From an optimization exercise on the open Yosys and OpenROAD flow, aimed at small area, a short achievable clock period and few clock cycles; shortcuts taken in it are not production practice. Function was checked by simulation only, so behaviour that the tests miss may differ from the original.

===== flow/config.mk =====
export PLATFORM = sky130hd
export DESIGN_NAME = woled_ctrl
export DESIGN_NICKNAME = woled_ctrl
export VERILOG_FILES = /design/flow/design.v
export SDC_FILE = /design/flow/constraint.sdc
export NUM_CORES = 4
export LEC_CHECK = 0
export CAP_MARGIN = 20
export CORE_MARGIN = 2
export CORE_UTILIZATION = 40
export SLEW_MARGIN = 20

===== flow/constraint.sdc =====
create_clock -name core_clock -period 12.0 [get_ports {clk}]
set_input_delay 2.4000 -clock core_clock [delete_from_list [all_inputs] [get_ports {clk}]]
set_output_delay 2.4000 -clock core_clock [all_outputs]
set_load 0.01 [all_outputs]

===== flow/design.v =====
module woled_ctrl (
    input  wire        clk,
    input  wire        rst,
    input  wire        req_valid,
    output wire        req_ready,
    input  wire [95:0] req_desc,
    input  wire [15:0] req_len,        
    output reg         ev_valid,
    input  wire        ev_ready,
    output reg  [2:0]  ev_kind,
    output wire [15:0] ev_data,
    input  wire [1:0]  ev_fail,
    output wire [6:0]  pix_x,
    output wire [5:0]  pix_y,
    input  wire        pix_color,
    output wire [15:0] buf_idx,
    input  wire        buf_color,
    output wire [15:0] str_idx,
    input  wire [7:0]  str_byte,
    output wire [7:0]  glyph_ch,
    output wire [2:0]  glyph_row,
    input  wire [7:0]  glyph_bits
);
    localparam [2:0] EV_DC = 3'd0, EV_CS = 3'd1, EV_XFER = 3'd2, EV_DELAY = 3'd3,
                     EV_RSP = 3'd4, EV_HALT = 3'd5;
    localparam [3:0] C_BAD = 4'h0, C_INIT = 4'h1, C_SFC = 4'h2, C_SFB = 4'h3,
                     C_CLR = 4'h4, C_DSP = 4'h5, C_TXT = 4'h6;
    localparam [7:0] F_BUS = 8'h01, F_PIN = 8'h02, F_PINU = 8'h03, F_REQ = 8'h10,
                     F_STATE = 8'h11, F_ARG = 8'h12, F_ADAPTER = 8'h20;
    localparam [2:0] E_IDLE = 3'd0, E_CHECK = 3'd1, E_INIT = 3'd2, E_CMD = 3'd3,
                     E_DATA = 3'd4, E_DEAD = 3'd5, E_CHK0 = 3'd6;
    reg  [2:0]  st;
    reg  [4:0]  ph;
    reg         inited;
    reg         rdy;
    reg  [7:0]  ev_b;
    reg         e0, m;
    assign ev_data   = {8'd0, ev_b[7:1] & {7{m}}, e0};
    assign req_ready = rdy;
    reg  [3:0]  code;
    reg         c0b, c0h, c1b, c1h, rsvnz;
    reg  [15:0] rx, ry, rw, rh, rlen;
    wire [12:0] ti = rlen[12:0];    
    wire [7:0]  ch = rh[7:0];       
    wire [7:0]  sr = rh[15:8];      
    wire        is_sfb = (code == C_SFB);
    wire        is_clr = (code == C_CLR);
    wire        is_txt = (code == C_TXT);
    wire        chk    = (st == E_CHECK);
    wire [15:0] xop   = is_txt ? {rw[12:0], 3'd0} : rw;
    wire [16:0] xs    = {1'b0, rx} + {1'b0, xop};
    wire        x_ovf = xs[16] || (is_txt && (rw[15:13] != 3'd0));
    wire [16:0] ys    = {1'b0, ry} + {1'b0, (is_txt ? 16'd8 : rh)};
    wire        y_ovf = ys[16];
    wire [15:0] eff_w = is_txt ? 16'd8 : rw;
    wire [8:0]  xs9   = {2'b00, rx[6:0]} + {1'b0, eff_w[7:0]};
    wire        xe_cl = (rx[15:7] != 9'd0) || (eff_w[15:8] != 8'd0) ||
                        (xs9[8:7] != 2'b00 && xs9[7:0] != 8'h80);
    wire [7:0]  xm1   = xs9[7:0] - 8'd1;
    wire [7:0]  xe8   = xe_cl ? 8'd127 : xm1;
    wire        col_ne = (rx[15:7] == 9'd0) && (is_txt || (rw != 16'd0));
    wire [12:0] phw   = is_txt ? 13'd1 : rh[15:3];
    wire [3:0]  ps4   = {1'b0, ry[5:3]} + {1'b0, phw[2:0]};
    wire        pe_cl = (ry[15:6] != 10'd0) || (phw[12:3] != 10'd0) || (ps4 >= 4'd9);
    wire [2:0]  pe3n  = ps4[2:0] - 3'd1;
    wire        pe_ng = !pe_cl && (ps4 == 4'd0);
    wire        pg_ne = (ry[15:6] == 10'd0) && (phw != 13'd0);
    wire        loop_ne = col_ne && pg_ne;
    wire        unal  = (ry[2:0] != 3'd0);
    wire f_c0z = !c0b && !c0h;
    wire f_c1z = !c1b && !c1h;
    wire f_xz  = (rx == 16'd0);
    wire f_yz  = (ry == 16'd0);
    wire f_wz  = (rw == 16'd0);
    wire f_hz  = (rh == 16'd0);
    wire f_xywh = f_xz & f_yz & f_wz & f_hz;
    reg         zero_ok, arg_ok;
    reg  [7:0]  chk_code;
    reg  [1:0]  chk_r;              
    always @(*) begin
        zero_ok = !rsvnz && (code != C_BAD);
        arg_ok  = 1'b1;
        case (code)
            C_SFC, C_SFB: begin
                zero_ok = zero_ok & f_c0z & f_c1z;
                arg_ok  = !x_ovf && !y_ovf;
            end
            C_CLR: begin
                zero_ok = zero_ok & f_c1z & f_xywh;
                arg_ok  = !c0h;
            end
            C_TXT: begin
                zero_ok = zero_ok & f_hz;
                arg_ok  = !x_ovf && !y_ovf && !c0h && !c1h;
            end
            default: zero_ok = zero_ok & f_c0z & f_c1z & f_xywh;
        endcase
        if (!zero_ok)
            chk_code = F_REQ;
        else if (inited == (code == C_INIT))
            chk_code = F_STATE;
        else if (!arg_ok)
            chk_code = F_ARG;
        else
            chk_code = 8'd0;
    end
    reg  [7:0] rsp_val;
    always @(*) begin
        case (code[2:0])
            3'd0:    rsp_val = 8'd128;
            3'd1:    rsp_val = 8'd64;
            3'd2:    rsp_val = 8'd8;
            3'd3:    rsp_val = 8'd1;
            default: rsp_val = 8'd0;
        endcase
    end
    reg         prun;
    reg         pstart;
    reg  [6:0]  col;
    reg  [2:0]  page;
    reg  [2:0]  off;
    reg         dir;                
    reg  [16:0] bi;                 
    reg         pgb;                
    reg         cf;                 
    reg  [7:0]  xe8r;               
    reg         pe_neg;             
    reg  [2:0]  pe3;                
    reg         col_end;            
    reg         col_last, pg_last;  
    assign pix_x     = col;
    assign pix_y     = {page, off};
    assign buf_idx   = bi[15:0];
    assign str_idx   = {3'd0, ti};
    assign glyph_ch  = ch;
    assign glyph_row = off;
    wire [2:0]  tc   = col[2:0] - rx[2:0];
    wire        gpix = glyph_bits[tc];   
    wire        pix  = is_txt ? gpix : (is_sfb ? buf_color : pix_color);
    wire        fnow = (is_sfb || is_txt) && (unal || (is_sfb && ({1'b0, bi} >= {2'b00, rlen})));
    reg  [7:0]  byte_now;
    always @(*) begin
        byte_now = sr;
        byte_now[off] = pix;
        if (is_clr) byte_now = {8{c0b}};
    end
    wire        fault_now = !is_clr && ((off == 3'd7) ? fnow : cf);
    reg         bvalid;             
    wire        cap   = (st == E_DATA) && (ph[1:0] == 2'd0) && !bvalid && prun && col_end && !pgb;
    wire        pstep = prun && !pgb && (!col_end || cap);
    wire        pchg = col_last && !pg_last;
    wire        bsub = dir && !col_end && !pgb;
    wire        msub = col_end && pchg && !pgb;
    reg  [6:0]  mcol;               
    wire [19:0] bop  = pgb  ? (dir ? {1'b0, rw, 3'd0} : {4'd0, rw}) :
                       msub ? ~{13'd0, mcol} :
                       col_end ? 20'd1 :
                       bsub ? ~{4'd0, rw} : {4'd0, rw};
    wire        bneg = bsub || msub;
    wire [20:0] bs2  = {3'd0, bi, 1'b1} + {bop, bneg};
    wire [19:0] bs   = bs2[20:1];
    wire [16:0] bnx  = (!bneg && (bs[19:17] != 3'd0)) ? 17'h1ffff : bs[16:0];
    always @(posedge clk) begin
        if (rst) begin
            prun <= 1'b0;
            pgb  <= 1'b0;
        end else if (pstart) begin
            col     <= rx[6:0];
            page    <= ry[5:3];
            off     <= 3'd0;
            dir     <= 1'b0;
            col_end <= is_clr;
            bi      <= 17'd0;
            pgb     <= 1'b0;
            xe8r    <= xe8;
            pe_neg  <= pe_ng;
            pe3     <= pe_cl ? 3'd7 : pe3n;
            prun    <= loop_ne;
        end else if (pgb) begin
            pgb     <= 1'b0;
            dir     <= 1'b0;
            col_end <= is_clr;
            bi      <= bnx;
        end else if (pstep) begin
            if (off == 3'd7) cf <= fnow;
            if (col_end) begin
                if (col_last) begin
                    if (pg_last)
                        prun <= 1'b0;
                    else begin
                        page    <= page + 3'd1;
                        col     <= rx[6:0];
                        off     <= 3'd0;
                        pgb     <= 1'b1;
                        bi      <= bnx;
                    end
                end else begin
                    col     <= col + 7'd1;
                    dir     <= ~dir;
                    col_end <= is_clr;
                    bi      <= bnx;
                end
            end else begin
                off     <= dir ? off - 3'd1 : off + 3'd1;
                col_end <= dir ? (off == 3'd1) : (off == 3'd6);
                bi      <= bnx;
            end
        end
        col_last <= (col == xe8r[6:0]);
        mcol     <= col - rx[6:0];
        pg_last  <= (page == pe3);
    end
    wire free     = !ev_valid || ev_ready;
    wire fail_now = ev_valid && ev_ready && (ev_fail != 2'b00) &&
                    !ev_kind[2] && (ev_kind[1:0] != 2'b11);
    reg        failed;
    reg  [1:0] fcode;               
    wire init_dc = (ph == 5'd2) || (ph == 5'd7) || (ph == 5'd11) || (ph == 5'd15);
    wire init_cs = (ph == 5'd3) || (ph == 5'd8) || (ph == 5'd12) || (ph == 5'd16);
    wire init_x  = (ph == 5'd4) || (ph == 5'd5) || (ph == 5'd9) || (ph == 5'd13) || (ph == 5'd17);
    wire [2:0] init_k = (ph == 5'd1) ? EV_DELAY : init_dc ? EV_DC : init_x ? EV_XFER : EV_CS;
    wire [7:0] init_b = (ph == 5'd1)  ? 8'd100 :
                        (ph == 5'd4)  ? 8'h20 :
                        (ph == 5'd9)  ? 8'hA1 :
                        (ph == 5'd13) ? 8'hC8 :
                        (ph == 5'd17) ? 8'hAF :
                        {7'd0, init_cs};
    reg [2:0] cmd_k;
    reg [7:0] cmd_b;
    always @(*) begin
        cmd_b = 8'd0;
        case (ph[3:0])
            4'd0, 4'd6: cmd_k = EV_DC;
            4'd1, 4'd7: begin cmd_k = EV_CS; cmd_b = 8'd1; end
            4'd2:       begin cmd_k = EV_XFER; cmd_b = 8'h21; end
            4'd3:       begin cmd_k = EV_XFER; cmd_b = rx[7:0]; end
            4'd4:       begin cmd_k = EV_XFER; cmd_b = xe8r; end
            4'd8:       begin cmd_k = EV_XFER; cmd_b = 8'h22; end
            4'd9:       begin cmd_k = EV_XFER; cmd_b = ry[10:3]; end
            4'd10:      begin cmd_k = EV_XFER; cmd_b = {{5{pe_neg}}, pe3}; end
            default:    cmd_k = EV_CS;
        endcase
    end
    reg  dlast, bfault, nxt;
    reg  more_chars;                
    reg        a_ld;                
    reg  [2:0] a_kind;
    reg  [7:0] a_b;
    reg  [2:0] a_st;
    reg  [4:0] a_ph;
    reg        a_nxt, a_pstart, a_inited;
    always @(*) begin
        a_ld     = 1'b0;
        a_kind   = EV_HALT;
        a_b      = 8'd0;
        a_st     = st;
        a_ph     = ph;
        a_nxt    = 1'b0;
        a_pstart = 1'b0;
        a_inited = inited;
        if (failed) begin
            a_ld   = 1'b1;
            a_kind = EV_HALT;
            a_b    = {6'd0, fcode};
            a_st   = E_DEAD;
        end else case (st)
            E_IDLE: if (rdy && req_valid) a_st = E_CHK0;
            E_CHK0: a_st = E_CHECK;    
            E_CHECK: begin
                a_ph = 5'd1;
                if (chk_r != 2'd3) begin
                    a_ld   = 1'b1;
                    a_kind = EV_HALT;
                    a_b    = {6'b000100, chk_r};
                    a_st   = E_DEAD;
                end else if (code == C_INIT) begin
                    a_inited = 1'b1;
                    a_ld   = 1'b1;
                    a_kind = EV_DELAY;
                    a_b    = 8'd10;
                    a_st   = E_INIT;
                end else if (code == C_DSP || (is_txt && f_wz)) begin
                    a_st = E_IDLE;
                end else if (code[3]) begin
                    a_ld   = 1'b1;
                    a_kind = EV_RSP;
                    a_b    = rsp_val;
                    a_st   = E_IDLE;
                end else begin
                    a_ld     = 1'b1;
                    a_kind   = EV_DC;
                    a_b      = 8'd0;
                    a_pstart = 1'b1;
                    a_st     = E_CMD;
                end
            end
            E_INIT: begin
                a_ld   = 1'b1;
                a_kind = init_k;
                a_b    = init_b;
                a_ph   = ph + 5'd1;
                if (ph == 5'd18) a_st = E_IDLE;
            end
            E_CMD: begin
                a_ld   = 1'b1;
                a_kind = cmd_k;
                a_b    = cmd_b;
                a_ph   = ph + 5'd1;
                if (ph == 5'd11) begin
                    a_ph = 5'd0;
                    if (prun)
                        a_st = E_DATA;
                    else if (more_chars)
                        a_nxt = 1'b1;
                    else
                        a_st = E_IDLE;
                end
            end
            E_DATA: begin
                case (ph[1:0])
                    2'd0: if (bvalid || cap) begin
                        a_ld = 1'b1;
                        if (bvalid ? bfault : fault_now) begin
                            a_kind = EV_HALT;
                            a_b    = F_ADAPTER;
                            a_st   = E_DEAD;
                        end else begin
                            a_kind = EV_DC;
                            a_b    = 8'd1;
                            a_ph   = 5'd1;
                        end
                    end
                    2'd1: begin
                        a_ld   = 1'b1;
                        a_kind = EV_CS;
                        a_b    = 8'd1;
                        a_ph   = 5'd2;
                    end
                    2'd2: begin
                        a_ld   = 1'b1;
                        a_kind = EV_XFER;
                        a_b    = is_txt ? ((ev_b & {8{c0b}}) | (~ev_b & {8{c1b}})) : ev_b;
                        a_ph   = 5'd3;
                    end
                    default: begin
                        a_ld   = 1'b1;
                        a_kind = EV_CS;
                        a_b    = 8'd0;
                        a_ph   = 5'd0;
                        if (dlast) begin
                            if (more_chars) begin
                                a_st  = E_CMD;
                                a_nxt = 1'b1;
                            end else
                                a_st = E_IDLE;
                        end
                    end
                endcase
            end
            default: ;   
        endcase
    end
    wire a_pin = !a_kind[2] && (a_kind[1:0] != 2'b11);
    wire go    = free && !fail_now;   
    always @(posedge clk) begin
        if (rst) begin
            st       <= E_IDLE;
            ph       <= 5'd0;
            inited   <= 1'b0;
            rdy      <= 1'b0;
            ev_valid <= 1'b0;
            failed   <= 1'b0;
            bvalid   <= 1'b0;
            nxt      <= 1'b0;
            pstart   <= 1'b0;
        end else begin
            if (cap) begin
                ev_b   <= byte_now;
                bfault <= fault_now;
                dlast  <= col_last && pg_last;
            end
            if (fail_now)
                fcode <= (ev_kind == EV_XFER) ? 2'b01 : {1'b1, ev_fail[1]};
            failed   <= fail_now || (failed && !free);
            ev_valid <= !free || (a_ld && !fail_now);
            if (free) begin
                st       <= a_st;
                ph       <= a_ph;
                inited   <= a_inited;
                if (a_ld) begin
                    ev_kind <= a_kind;
                    m       <= !(a_pin && a_kind != EV_XFER);
                    e0      <= a_b[0];
                    if (!(a_pin && a_kind != EV_XFER)) ev_b <= a_b;
                end
            end
            rdy    <= go && (a_st == E_IDLE) && !a_ld;
            nxt    <= free && a_nxt;
            pstart <= (free && a_pstart) || nxt;
            bvalid <= (bvalid || cap) && !(free && a_ld && st == E_DATA);
            more_chars <= is_txt && ((ti + 13'd1) != rw[12:0]);
            chk_r      <= (chk_code == 8'd0) ? 2'd3 : chk_code[1:0];
        end
    end
    always @(posedge clk) begin
        if (rdy) begin
            code  <= (req_desc[7:5] == 3'd0 && req_desc[3] == 1'b0 &&
                      (req_desc[4] ? (req_desc[2:0] <= 3'd4)
                                   : (req_desc[2:0] != 3'd0 && req_desc[2:0] != 3'd7)))
                     ? {req_desc[4], req_desc[2:0]} : C_BAD;
            c0b   <= req_desc[8];
            c0h   <= |req_desc[15:9];
            c1b   <= req_desc[16];
            c1h   <= |req_desc[23:17];
            rsvnz <= |req_desc[31:24];
            rx    <= req_desc[47:32];
            ry    <= req_desc[63:48];
            rw    <= req_desc[79:64];
            rh    <= req_desc[95:80];
            rlen  <= req_len;
        end else begin
            if (chk && is_clr) begin
                rw <= 16'd128;
                rh <= 16'd64;
            end
            if (chk && is_txt) rlen <= 16'd0;
            if (nxt) begin
                rx         <= rx + 16'd8;
                rlen[12:0] <= ti + 13'd1;
            end
            if (pstart)
                rh[7:0] <= str_byte;
            else if (pstep)
                rh[8 + off] <= pix;
        end
    end
endmodule

===== flow/flow/run.sh =====
#!/bin/bash
# Own layout flow: the standard layout (standard synthesis, floorplan,
# placement, CTS, routing, via standard.sh) with these changes to how the
# layout is made; the SDC and the clock period are unchanged:
#  - every input and output port still gets its own buffer, but a plain
#    small buffer cell instead of the delay cell buffer_ports picks by default;
#  - CTS builds the clock tree from smaller clock buffers;
#  - the core is smaller and the placement denser, for shorter wires.
# make's output goes to flow_standard.log; each ORFS step logs under orfs/logs.
set -euo pipefail
MARGIN=${MARGIN:-8.3}
PORTBUF=${PORTBUF:-sky130_fd_sc_hd__buf_1}
CTSBUF="${CTSBUF:-sky130_fd_sc_hd__clkbuf_4 sky130_fd_sc_hd__clkbuf_8}"
bash standard.sh SETUP_SLACK_MARGIN=$MARGIN "BUFFER_PORTS_ARGS=-buffer_cell $PORTBUF" \
  "CTS_BUF_LIST=$CTSBUF" CORE_UTILIZATION=${UTIL:-60} PLACE_DENSITY=${DENS:-0.75} finish > flow_standard.log 2>&1

===== flow/standard.sh =====
#!/bin/bash
# synth_recipe.tcl (not shown) runs the flow's synth.tcl, then flattens the netlist and writes it again
# the make line also repeats each setting of config.mk as NAME=value (left out here)
make -C /OpenROAD-flow-scripts/flow DESIGN_CONFIG=/design/flow/config.mk WORK_HOME=/design/flow/orfs CLKGATE_MAP_FILE= SYNTH_SCRIPT=/design/flow/synth_recipe.tcl "${@:-finish}"

==> run notes <==
[registers in the layout, indices dropped and copies added, names as in the netlist, 3 cells and up]
register / count
rlen: 16
ev_b: 8
ry: 16
rw: 16
rx: 16
xe8r: 8
ph: 5
off: 3
ev_kind: 3
page: 3
bi: 17
mcol: 7
pe3: 3
st: 3
rh: 16
col: 7
code: 4
[Yosys cell counts (17+ instances only)]
| cell | count |
|---|---|
| o21a_1 | 20 |
| dfxtp_1 | 41 |
| a21o_1 | 22 |
| nor2b_1 | 22 |
| nor3_1 | 40 |
| buf_4 | 58 |
| a21oi_1 | 115 |
| edfxtp_1 | 139 |
| clkbuf_1 | 49 |
| a22oi_1 | 17 |
| and2_1 | 56 |
| nand2b_1 | 17 |
| o21ai_0 | 92 |
| xnor2_1 | 44 |
| nor2_1 | 88 |
| nand3_1 | 49 |
| mux2i_1 | 24 |
| nor4_1 | 21 |
| ha_1 | 96 |
| nand2_1 | 163 |
| xor2_1 | 39 |
| inv_1 | 58 |
[layer usage]
metal,GRT usage,share of wire
met1,0.510,0.42
met2,0.531,0.44
met3,0.0471,0.11
met4,0.118,0.032
met5,0,0
[report_power, final]
part | switching (W) | total, W | internal [W]
Clock | 0.000263 | 0.000416 | 0.000153
Sequential | 0.000275 | 0.00115 | 0.000871
Combinational | 0.000750 | 0.00129 | 0.000544
[cell type report]
type / instances / area (µm²)
multi-input combinational: 1189 / 8080
sequential: 180 / 5000
tap: 285 / 357
clock buffer: 17 / 234
clock inverter: 15 / 139
inverter: 63 / 236
timing repair buffer: 244 / 1090
fill: 1972 / 7580
[cell usage in the layout (no fill, tap or decap), types with 15 or more instances in the layout]
cell type,Yosys,routed
a21o_1,22,22
a21oi_1,115,113
a22oi_1,17,17
and2_1,56,55
buf_1,5,200
buf_4,58,39
clkbuf_8,4,17
dfxtp_1,41,39
edfxtp_1,139,139
ha_1,96,96
inv_1,58,58
mux2i_1,24,22
nand2_1,163,163
nand2b_1,17,16
nand3_1,49,49
nand4_1,15,15
nor2_1,88,87
nor2b_1,22,19
nor3_1,40,39
nor4_1,21,21
o21a_1,20,20
o21ai_0,92,91
xnor2_1,44,44
xor2_1,39,39
[worst register-to-register path: stages (launching register included)]
cell      delay (ps)
dfxtp_1          470
ha_1             650
inv_2            220
nor2_1           380
nor3_1            90
a21oi_1          170
a221oi_1         100
a221oi_1         640
a31oi_4          340
mux2_4           390
[kinds of logic (layout without fill, tap and decap cells)]
family          count (synthesis)  after routing
fa+ha+maj                     101            101
simple gates                  547            548
compound gates                408            408
other cells                     1             11
buf+inv                       194            339
mux                            38             38
flops                         180            180
xor+xnor                       83             83
[timing repair]
action | CTS | global route
buffers inserted | 19 | 19
cloned | 0 | 1
pin swaps | 2 | 4
setup endpoints to repair | 56 | 38
gates resized for setup | 10 | 13
[metrics by stage]
step	cell area [µm²]	std cells	hold slack [ps]
3_5_place_dp	14400	1922	532
3_3_place_gp	14400	1922	513
6_report	15100	1993	557
4_1_cts	14900	1973	548
5_1_grt	15100	1993	591
2_1_floorplan	14000	1562	478
[worst paths after layout]
path                            from                 end  slack, ps  cells after the start
hold / removal    ph[1]$_SDFFE_PP0P_  ph[1]$_SDFFE_PP0P_        560                      2
setup / recovery       glyph_bits[6]   ev_b[0]$_DFFE_PN_       8220                      8
setup reg to reg  ph[0]$_SDFFE_PP0P_   ev_b[0]$_DFFE_PN_       8330                      9
hold reg to reg   ph[1]$_SDFFE_PP0P_  ph[1]$_SDFFE_PP0P_        560                      2
==> impl_metrics.ini <==
[synthesis]
ys_ff_latch = 180
synthSimpleGateAreaFrac = 0.202
ys_types = 103
synthMuxAreaShare = 0.0304
synth_top_family_by_area = simple AND/OR/NAND/NOR gates
yosys_warnings = 1
synth-xor-area-share = 0.0521
synth_ff_type = edfxtp_1
syn_avg_cell_area_um2 = 8.98
synth_top_area_share = 0.299
synth_top_cell_by_area = edfxtp_1
synth_edf_count = 139
postSynthCellCount = 1552
async_flop_share = 0
yosysSeqAreaShare = 0.358
syn_area_um2 = 13900
synth_compound_area_frac = 0.190
synth_area_leaders = edfxtp_1 (30%), ha_1 (8.6%), dfxtp_1 (5.9%)
synthAdderAreaFrac = 0.0926

[sta]
skew_ps = 16.6
hold_viol_final = 0
min_period_over_period = 0.315
fin_ws_ps = 8220
fmax_ghz = 0.265
finalMaxSlewViolations = 0
finalCriticalPeriod_ps = 3780
rsz0062_at_grt = true
setup_viol = 0
tightestPinTransition_ps = 1190
relSlewSlack = 0.196
setup_tns_ps = 0

[setup_path]
cp-end-kind = flip-flop
cp_cell_sequence = buf_1 > mux4_2 > mux2i_2 > mux2i_4 > mux2_4 > a21oi_2 > a21oi_1 > mux2_4
path_buf_inv = 1
startpoint_type = input port
crit_top_cell = mux2_4
cp_max_fo = 5
slowest_stage = mux4_2
crit_arrival_ps = 4030
path_class = in -> reg
max_stage_delay_ps = 460
required_ps = 12260
cp_top_family = multiplexers

[layout]
area_growth_pct = 8.51
num_antenna_cells = 0
final_util = 0.666
layout-drive-gt1-share = 0.0884
nNetsFinal = 1931

[cts]
path_clk_slew_ps = 110
cts_buffers = 17
clkLatencyLatePin_ps = 500
clock-sinks = 180
cts_root_buf = clkbuf_8
cts_tree = built
cts_buffer_depth = 2
holdBufCountCts = 0
cts-htree-levels = 4

[floorplanning]
coreArea_um2 = 22700
start_util = 0.614
die_h_um = 156
die_w_um = 156
num_rows = 55
die-area_um2 = 24500
io_pins = 213

[power_and_ir_drop]
cellLeakagePower_nw = 5.54
irDropWorstVdd_v = 0.000124
power_density_nw_per_um2 = 189
finalPower_w = 0.00286

[routing]
dr.pass1.iters = 6
wl_um = 43400
wl_per_cell_um = 21.8
detail-route-antenna-nets = 0
via_count = 12800
route.detailed.drc = 0
drt_iter0_drc = 1464
vias_per_cell = 6.43

[grt]
grt_max_degree = 78
grt_pass1_vias = 11300
grt.overflow.total = 0
grt_use_total = 0.348
antenna_found_initial = 0
grt_pass1_wl_um = 64500

[flow_run]
maxCapViolations = 0

[run_status]
outcome = no timing/DRC/antenna violations

[place]
pre_cts_slack_ps = 7480
numPortBuffers = 201
gp_congestion = 1.01
detailed_place_hpwl_um = 32200

[min_path]
hold_path.class = reg -> reg
Testbench counts, summed over its fixed seeds: cycles 340,745.

## separate check: timing with driven ports
The results above use ideal ports. As a check the final layout listed here was re-extracted and re-timed, cells and wires unchanged. Step 1 (the two cells are an assumption about what drives the block):
set clk [get_ports {clk}]
set_driving_cell -lib_cell sky130_fd_sc_hd__clkbuf_16 $clk
set_driving_cell -lib_cell sky130_fd_sc_hd__buf_2 [delete_from_list [all_inputs] $clk]
Step 2 also shifts input and output timing later by t, the mid clock arrival at the registers, as if the neighbouring blocks saw the same clock. Three values: no drivers, after step 1, after step 2; two values: the first two.
shift t [ns]: 0.534
setup WS [ns]: 8.222 / 8.245 / 7.712
clock arrival spread, ns: 0.017 / 0.017
slew at the worst register clock pin (ns): 0.11 / 0.11
cell pins on the clock port's net: 1
After both steps this run still meets setup and hold. For this run, drivers alone change the setup slack by +0.023 ns; drivers and shift together by -0.510 ns.
